This is an optimization exercise on Yosys and OpenROAD, whose aim is small area, a short achievable clock period and few clock cycles per item, not a production implementation.
Function was checked by simulation only, so behaviour that the tests miss may differ from the original.

==> v3: inputs <==
Design shse_smoother, start of the top module:
module shse_smoother (
    input             clk,
    input             rst,
    input             in_valid,
    output            in_ready,
    input      [1:0]  in_op,
    input      [4:0]  in_band,
    input      [31:0] in_data,
    output reg        out_valid,
    output reg [31:0] out_data
);
Settings: LEC_CHECK=0, ABC_AREA=1, CAP_MARGIN=20, CORE_MARGIN=2, CORE_UTILIZATION=55, CTS_CLUSTER_DIAMETER=70, CTS_CLUSTER_SIZE=25, SETUP_SLACK_MARGIN=2, SLEW_MARGIN=20; clock period 60.0 ns.
standard.sh (not shown) runs the stock make flow with config.mk's settings and CLKGATE_MAP_FILE= SYNTH_SCRIPT=/design/flow/synth_recipe.tcl, a recipe that flattens the netlist after the stock synthesis.
==> flow/flow/run.sh <==
#!/bin/bash
# Standard layout (standard.sh, unchanged synthesis), with the port buffers
# made from buf_2 cells instead of the default pick. Each tool's output goes
# to ORFS's own logs; make's output goes to standard.log here.
export BUFFER_PORTS_ARGS="-buffer_cell sky130_fd_sc_hd__buf_2"
bash standard.sh > standard.log 2>&1
==> v28: changes against v3 <==
--- a/flow/design.v
+++ b/flow/design.v
@@ -1360,21 +1360,15 @@
     wire [23:0] ms = {es != 8'd0, sml[22:0]};
     wire [7:0]  xs = (es == 8'd0) ? 8'd1 : es;
     assign mg = {eg != 8'd0, big[22:0]};
     assign xg = (eg == 8'd0) ? 8'd1 : eg;
     wire [7:0]  dx = xg - xs;
     wire [4:0]  sh     = (dx >= 8'd27) ? 5'd27 : dx[4:0];
-    wire [26:0] sa     = {ms, 3'd0} >> sh;
-    integer i;
-    reg [4:0] tz;
-    always @* begin
-        tz = 5'd31;
-        for (i = 23; i >= 0; i = i - 1)
-            if (ms[i]) tz = i[4:0];
-    end
-    wire        sticky = ({1'b0, tz} + 6'd3 < {1'b0, sh});
+    wire [26:0] ms_ext = {ms, 3'd0};
+    wire [26:0] sa     = ms_ext >> sh;
+    wire        sticky = |(ms_ext & ~({27{1'b1}} << sh));
     assign al  = {sa[26:1], sa[0] | sticky};
     assign sgn = big[31];
     assign sub = big[31] ^ sml[31];
 endmodule
 module shse_fp_add (
     input  [23:0] mg,
@@ -1425,16 +1419,19 @@
     localparam [23:0] ALPHA_M_RESET = 24'hCCCCCD;
     localparam [9:0]  ALPHA_X_RESET = 10'd126;
     reg rst_q;
     always @(posedge clk) rst_q <= rst;
     reg [4:0] ph;
     always @(posedge clk) ph <= rst_q ? 5'd0 : ph + 5'd1;
+    reg        t_v;
     reg        rdy;        
-    reg        rdy_o;      
+    reg [3:0]  t_op;       
+    reg [4:0]  t_band;
+    reg [31:0] t_data;
     reg        s_v;
-    reg [3:0]  s_op;       
+    reg [3:0]  s_op;
     reg [4:0]  s_band;
     reg [31:0] s_data;
     reg [2:0]  s_cnt;      
     wire is_step  = s_op[0];
     wire is_read  = s_op[1];
     wire is_setal = s_op[2];
@@ -1456,41 +1453,41 @@
     wire a_busy = ~a_m[23] & (|a_m);      
     wire [1023:0] ring;                   
     wire [31:0] tap0 = ring[32*0  +: 32];
     wire [31:0] tap1 = ring[32*8  +: 32];
     wire [31:0] tap2 = ring[32*16 +: 32];
     wire [31:0] tap3 = ring[32*24 +: 32];
-    wire       leave = s_v & rdy;
-    wire [1:0] tap   = ph[4:3] - s_band[4:3];
-    wire       fire  = is_seed ? (s_v & (s_cnt == 3'd0)) : leave;
-    assign in_ready = rdy_o;
-    wire accept = in_valid & rdy;
-    wire [2:0] ph_n    = rst_q ? 3'd0 : ph[2:0] + 3'd1;
-    wire       ld_a    = s_v & is_setal & rdy;             
-    wire       busy_n  = ld_a ? (~d_n & (|s_data[22:0])) : (a_busy & ~a_m[22]);
-    wire       blk_n   = (s_v & is_setal) | r1_setal | busy_n;
-    wire [3:0] in_op1  = {in_op == OP_SEED, in_op == OP_SETALPHA, in_op == OP_READ, in_op == OP_STEP};
-    wire       go_new  = in_op1[2] | ((in_band[2:0] == ph_n) & (in_op1[1] | (in_op1[0] & ~blk_n)));
-    wire       go_old  = is_setal | (is_seed & (s_cnt == 3'd5))
-                       | ((s_band[2:0] == ph_n) & (is_read | (is_step & ~blk_n)));
-    wire       rdy_n   = accept ? go_new : (rdy ? 1'b1 : go_old);
-    wire       rdy_n2  = (in_valid & rdy_o) ? go_new : (rdy_o | go_old);
+    wire       aligned = (ph[2:0] == s_band[2:0]);
+    wire [1:0] tap     = ph[4:3] - s_band[4:3];
+    wire leave = s_v & (is_setal
+                      | (is_seed & (s_cnt == 3'd6))
+                      | (is_read & aligned)
+                      | (is_step & aligned & ~r1_setal & ~r2_setal & ~a_busy));
+    wire fire   = is_seed ? (s_v & (s_cnt == 3'd0)) : leave;
+    wire s_free = ~s_v | leave;
+    assign in_ready = rdy;
+    wire [3:0] in_op1 = {in_op == OP_SEED, in_op == OP_SETALPHA, in_op == OP_READ, in_op == OP_STEP};
     always @(posedge clk) begin
         if (rst) begin
-            rdy    <= 1'b1;
-            rdy_o  <= 1'b1;
-            s_v    <= 1'b0;
+            t_v <= 1'b0;
+            rdy <= 1'b1;
+            s_v <= 1'b0;
         end else begin
-            rdy    <= rdy_n;
-            rdy_o  <= rdy_n2;
-            if (rdy) s_v <= in_valid;
+            t_v <= t_v ? ~s_free : (in_valid & ~s_free);
+            rdy <= t_v ? s_free : ~(in_valid & ~s_free);
+            if (s_free) s_v <= t_v | in_valid;
+        end
+        if (~t_v) begin
+            t_op   <= in_op1;
+            t_band <= in_band;
+            t_data <= in_data;
         end
-        if (rdy) begin
-            s_op   <= in_op1;
-            s_band <= in_band;
-            s_data <= in_data;
+        if (s_free) begin
+            s_op   <= t_v ? t_op   : in_op1;
+            s_band <= t_v ? t_band : in_band;
+            s_data <= t_v ? t_data : in_data;
             s_cnt  <= 3'd0;
         end else begin
             s_cnt  <= s_cnt + 3'd1;
         end
     end
     wire [31:0] sm = (tap == 2'd0) ? tap0 : (tap == 2'd1) ? tap1 :
==> flow/run.sh (new file) <==
#!/bin/bash
# synth_recipe.tcl (not shown) runs the flow's synth.tcl, then flattens the netlist and writes it again
# the make line also repeats each setting of config.mk as NAME=value (left out here)
make -C /OpenROAD-flow-scripts/flow DESIGN_CONFIG=/design/flow/config.mk WORK_HOME=/design/flow/orfs CLKGATE_MAP_FILE= SYNTH_SCRIPT=/design/flow/synth_recipe.tcl finish
Settings changed: CORE_UTILIZATION 55 to 40, CTS_CLUSTER_DIAMETER 70 to unset, CTS_CLUSTER_SIZE 25 to unset.
removed: flow/flow/run.sh
removed: flow/standard.sh
==> v32: changes against v3 <==
--- a/flow/design.v
+++ b/flow/design.v
@@ -1360,21 +1360,15 @@
     wire [23:0] ms = {es != 8'd0, sml[22:0]};
     wire [7:0]  xs = (es == 8'd0) ? 8'd1 : es;
     assign mg = {eg != 8'd0, big[22:0]};
     assign xg = (eg == 8'd0) ? 8'd1 : eg;
     wire [7:0]  dx = xg - xs;
     wire [4:0]  sh     = (dx >= 8'd27) ? 5'd27 : dx[4:0];
-    wire [26:0] sa     = {ms, 3'd0} >> sh;
-    integer i;
-    reg [4:0] tz;
-    always @* begin
-        tz = 5'd31;
-        for (i = 23; i >= 0; i = i - 1)
-            if (ms[i]) tz = i[4:0];
-    end
-    wire        sticky = ({1'b0, tz} + 6'd3 < {1'b0, sh});
+    wire [26:0] ms_ext = {ms, 3'd0};
+    wire [26:0] sa     = ms_ext >> sh;
+    wire        sticky = |(ms_ext & ~({27{1'b1}} << sh));
     assign al  = {sa[26:1], sa[0] | sticky};
     assign sgn = big[31];
     assign sub = big[31] ^ sml[31];
 endmodule
 module shse_fp_add (
     input  [23:0] mg,
@@ -1426,13 +1420,13 @@
     localparam [9:0]  ALPHA_X_RESET = 10'd126;
     reg rst_q;
     always @(posedge clk) rst_q <= rst;
     reg [4:0] ph;
     always @(posedge clk) ph <= rst_q ? 5'd0 : ph + 5'd1;
     reg        rdy;        
-    reg        rdy_o;      
+    reg        busy_o;     
     reg        s_v;
     reg [3:0]  s_op;       
     reg [4:0]  s_band;
     reg [31:0] s_data;
     reg [2:0]  s_cnt;      
     wire is_step  = s_op[0];
@@ -1459,32 +1453,31 @@
     wire [31:0] tap1 = ring[32*8  +: 32];
     wire [31:0] tap2 = ring[32*16 +: 32];
     wire [31:0] tap3 = ring[32*24 +: 32];
     wire       leave = s_v & rdy;
     wire [1:0] tap   = ph[4:3] - s_band[4:3];
     wire       fire  = is_seed ? (s_v & (s_cnt == 3'd0)) : leave;
-    assign in_ready = rdy_o;
+    assign in_ready = ~busy_o;
     wire accept = in_valid & rdy;
     wire [2:0] ph_n    = rst_q ? 3'd0 : ph[2:0] + 3'd1;
     wire       ld_a    = s_v & is_setal & rdy;             
     wire       busy_n  = ld_a ? (~d_n & (|s_data[22:0])) : (a_busy & ~a_m[22]);
     wire       blk_n   = (s_v & is_setal) | r1_setal | busy_n;
     wire [3:0] in_op1  = {in_op == OP_SEED, in_op == OP_SETALPHA, in_op == OP_READ, in_op == OP_STEP};
     wire       go_new  = in_op1[2] | ((in_band[2:0] == ph_n) & (in_op1[1] | (in_op1[0] & ~blk_n)));
     wire       go_old  = is_setal | (is_seed & (s_cnt == 3'd5))
                        | ((s_band[2:0] == ph_n) & (is_read | (is_step & ~blk_n)));
     wire       rdy_n   = accept ? go_new : (rdy ? 1'b1 : go_old);
-    wire       rdy_n2  = (in_valid & rdy_o) ? go_new : (rdy_o | go_old);
     always @(posedge clk) begin
         if (rst) begin
             rdy    <= 1'b1;
-            rdy_o  <= 1'b1;
+            busy_o <= 1'b0;
             s_v    <= 1'b0;
         end else begin
             rdy    <= rdy_n;
-            rdy_o  <= rdy_n2;
+            busy_o <= ~rdy_n;
             if (rdy) s_v <= in_valid;
         end
         if (rdy) begin
             s_op   <= in_op1;
             s_band <= in_band;
             s_data <= in_data;
==> v24: changes against v3 <==
--- a/flow/design.v
+++ b/flow/design.v
@@ -1360,21 +1360,15 @@
     wire [23:0] ms = {es != 8'd0, sml[22:0]};
     wire [7:0]  xs = (es == 8'd0) ? 8'd1 : es;
     assign mg = {eg != 8'd0, big[22:0]};
     assign xg = (eg == 8'd0) ? 8'd1 : eg;
     wire [7:0]  dx = xg - xs;
     wire [4:0]  sh     = (dx >= 8'd27) ? 5'd27 : dx[4:0];
-    wire [26:0] sa     = {ms, 3'd0} >> sh;
-    integer i;
-    reg [4:0] tz;
-    always @* begin
-        tz = 5'd31;
-        for (i = 23; i >= 0; i = i - 1)
-            if (ms[i]) tz = i[4:0];
-    end
-    wire        sticky = ({1'b0, tz} + 6'd3 < {1'b0, sh});
+    wire [26:0] ms_ext = {ms, 3'd0};
+    wire [26:0] sa     = ms_ext >> sh;
+    wire        sticky = |(ms_ext & ~({27{1'b1}} << sh));
     assign al  = {sa[26:1], sa[0] | sticky};
     assign sgn = big[31];
     assign sub = big[31] ^ sml[31];
 endmodule
 module shse_fp_add (
     input  [23:0] mg,
@@ -1426,13 +1420,13 @@
     localparam [9:0]  ALPHA_X_RESET = 10'd126;
     reg rst_q;
     always @(posedge clk) rst_q <= rst;
     reg [4:0] ph;
     always @(posedge clk) ph <= rst_q ? 5'd0 : ph + 5'd1;
     reg        rdy;        
-    reg        rdy_o;      
+    reg        busy_o;     
     reg        s_v;
     reg [3:0]  s_op;       
     reg [4:0]  s_band;
     reg [31:0] s_data;
     reg [2:0]  s_cnt;      
     wire is_step  = s_op[0];
@@ -1459,32 +1453,31 @@
     wire [31:0] tap1 = ring[32*8  +: 32];
     wire [31:0] tap2 = ring[32*16 +: 32];
     wire [31:0] tap3 = ring[32*24 +: 32];
     wire       leave = s_v & rdy;
     wire [1:0] tap   = ph[4:3] - s_band[4:3];
     wire       fire  = is_seed ? (s_v & (s_cnt == 3'd0)) : leave;
-    assign in_ready = rdy_o;
+    assign in_ready = ~busy_o;
     wire accept = in_valid & rdy;
     wire [2:0] ph_n    = rst_q ? 3'd0 : ph[2:0] + 3'd1;
     wire       ld_a    = s_v & is_setal & rdy;             
     wire       busy_n  = ld_a ? (~d_n & (|s_data[22:0])) : (a_busy & ~a_m[22]);
     wire       blk_n   = (s_v & is_setal) | r1_setal | busy_n;
     wire [3:0] in_op1  = {in_op == OP_SEED, in_op == OP_SETALPHA, in_op == OP_READ, in_op == OP_STEP};
     wire       go_new  = in_op1[2] | ((in_band[2:0] == ph_n) & (in_op1[1] | (in_op1[0] & ~blk_n)));
     wire       go_old  = is_setal | (is_seed & (s_cnt == 3'd5))
                        | ((s_band[2:0] == ph_n) & (is_read | (is_step & ~blk_n)));
     wire       rdy_n   = accept ? go_new : (rdy ? 1'b1 : go_old);
-    wire       rdy_n2  = (in_valid & rdy_o) ? go_new : (rdy_o | go_old);
     always @(posedge clk) begin
         if (rst) begin
             rdy    <= 1'b1;
-            rdy_o  <= 1'b1;
+            busy_o <= 1'b0;
             s_v    <= 1'b0;
         end else begin
             rdy    <= rdy_n;
-            rdy_o  <= rdy_n2;
+            busy_o <= ~rdy_n;
             if (rdy) s_v <= in_valid;
         end
         if (rdy) begin
             s_op   <= in_op1;
             s_band <= in_band;
             s_data <= in_data;
Settings changed: CAP_MARGIN 20 to 10, CORE_UTILIZATION 55 to 65, SLEW_MARGIN 20 to 10.
==> notes <==
- Of v32 and v3, v32 has the higher utilization (gap 0.19 points).
- Worst hold slack: v24 < v32 < v3 < v28.
- The lowest via count belongs to v3, the highest to v24.
- Between v28 and v3, the lower worst setup slack is in v28 (gap 0.42 ns).
- Cell count: v28 > v32 > v3 > v24.
- In v3 the synthesized cell count is smaller than in v28, by about 3.6%.
- In v32 the register-to-register slack is better than in v24, by 0.10 ns.
- Critical path depth is the same in v3 and v28.
- Of v32 and v3, v32 has the higher die area (gap about 1.2%, measured against v3).
- Global-route usage, highest first: v24, v32, v3, v28.
- Flip-flop and latch count is the same in v32 and v24.
==> figures <==
item                                                                            v28               v32               v24                v3
Run status                                                 timing/DRC/antenna clean  timing/DRC/antenna clean  timing/DRC/antenna clean  timing/DRC/antenna clean
Share of post-route cells with drive strength above 1                        0.0728            0.0689            0.0674            0.0711
Slowest stage delay, CP                                                     0.53 ns           0.30 ns           0.35 ns           0.37 ns
Reg2Reg Setup Slack                                                        48.05 ns          48.43 ns          48.33 ns          47.63 ns
Number of non-clock buffers in the layout                                       238               231               230               228
Mean cell area of the mapped netlist                                       8.49 um2          8.47 um2          8.47 um2          8.60 um2
Seq cells post-synth                                                           1376              1335              1335              1335
Placed wire-length estimate                                               182000 um         177000 um         171000 um         171000 um
Number of non-clock inverters                                                  1232              1239              1239              1220
Sequential-to-total area share from yosys stat                                0.361             0.355             0.355             0.359
Slew @ Worst Pin                                                            1.13 ns           1.24 ns           1.24 ns           1.16 ns
Placement Cell Area                                                      0.0809 mm2        0.0786 mm2        0.0782 mm2        0.0778 mm2
Max Clock Skew                                                            0.0607 ns         0.0880 ns         0.0804 ns         0.0511 ns
Number of detailed-routing iterations run before antenna repair                   9                 6                 7                 6
Share of the synthesized netlist area taken by xor and xnor gates            0.0871            0.0908            0.0908            0.0924
R2R Path Start                                                     r1_e1[2]$_DFF_P_  r1_e2[2]$_DFF_P_  r1_e1[2]$_DFF_P_  r1_e2[2]$_DFF_P_
Clk tree area frac                                                           0.0563            0.0302            0.0276            0.0311
Global routing met1 resource utilization                                      0.333             0.482             0.518             0.468
Die area                                                                  0.197 mm2         0.142 mm2         0.120 mm2         0.140 mm2
Multi-input gate share of the layout cell area                                0.503             0.531             0.534             0.527
Met2 Wirelength                                                           113000 um         106000 um         101000 um         101000 um
Testbench counts of v3, summed over its fixed seeds: cycles 7,184, items 7,072.
Testbench counts of v28, summed over its fixed seeds: cycles 7,184, items 7,072.
Testbench counts of v32, summed over its fixed seeds: cycles 7,184, items 7,072.
Testbench counts of v24, summed over its fixed seeds: cycles 7,184, items 7,072.

## afterwards: timing with drivers on the ports
How much do the figures lean on ideal ports? The routed layouts below were timed once more, with nothing changed but the port constraints. Step 1, drivers: a clkbuf_16 drives clk and a buf_2 each remaining input, both assumed. Step 2, shift: input delay + t, output delay - t, t = (earliest + latest rising clock arrival at the registers) / 2. This alone moves slack from input paths to output paths. a / b / c = no drivers / after step 1 / after step 2; a / b = the first two.
run | shift t [ns] | setup WS [ns] | worst setup path at the end | worst register clock-pin slew, ns
v3 | 0.790 | 46.774 / 46.696 / 47.054 | input to register | 0.10 / 0.10
v28 | 0.857 | 46.357 / 46.281 / 46.700 | input to register | 0.07 / 0.07
v32 | 0.784 | 46.824 / 46.736 / 47.018 | input to register | 0.09 / 0.09
v24 | 0.758 | 46.744 / 46.661 / 47.092 | input to register | 0.10 / 0.10
After both steps setup and hold are still met in every run listed.
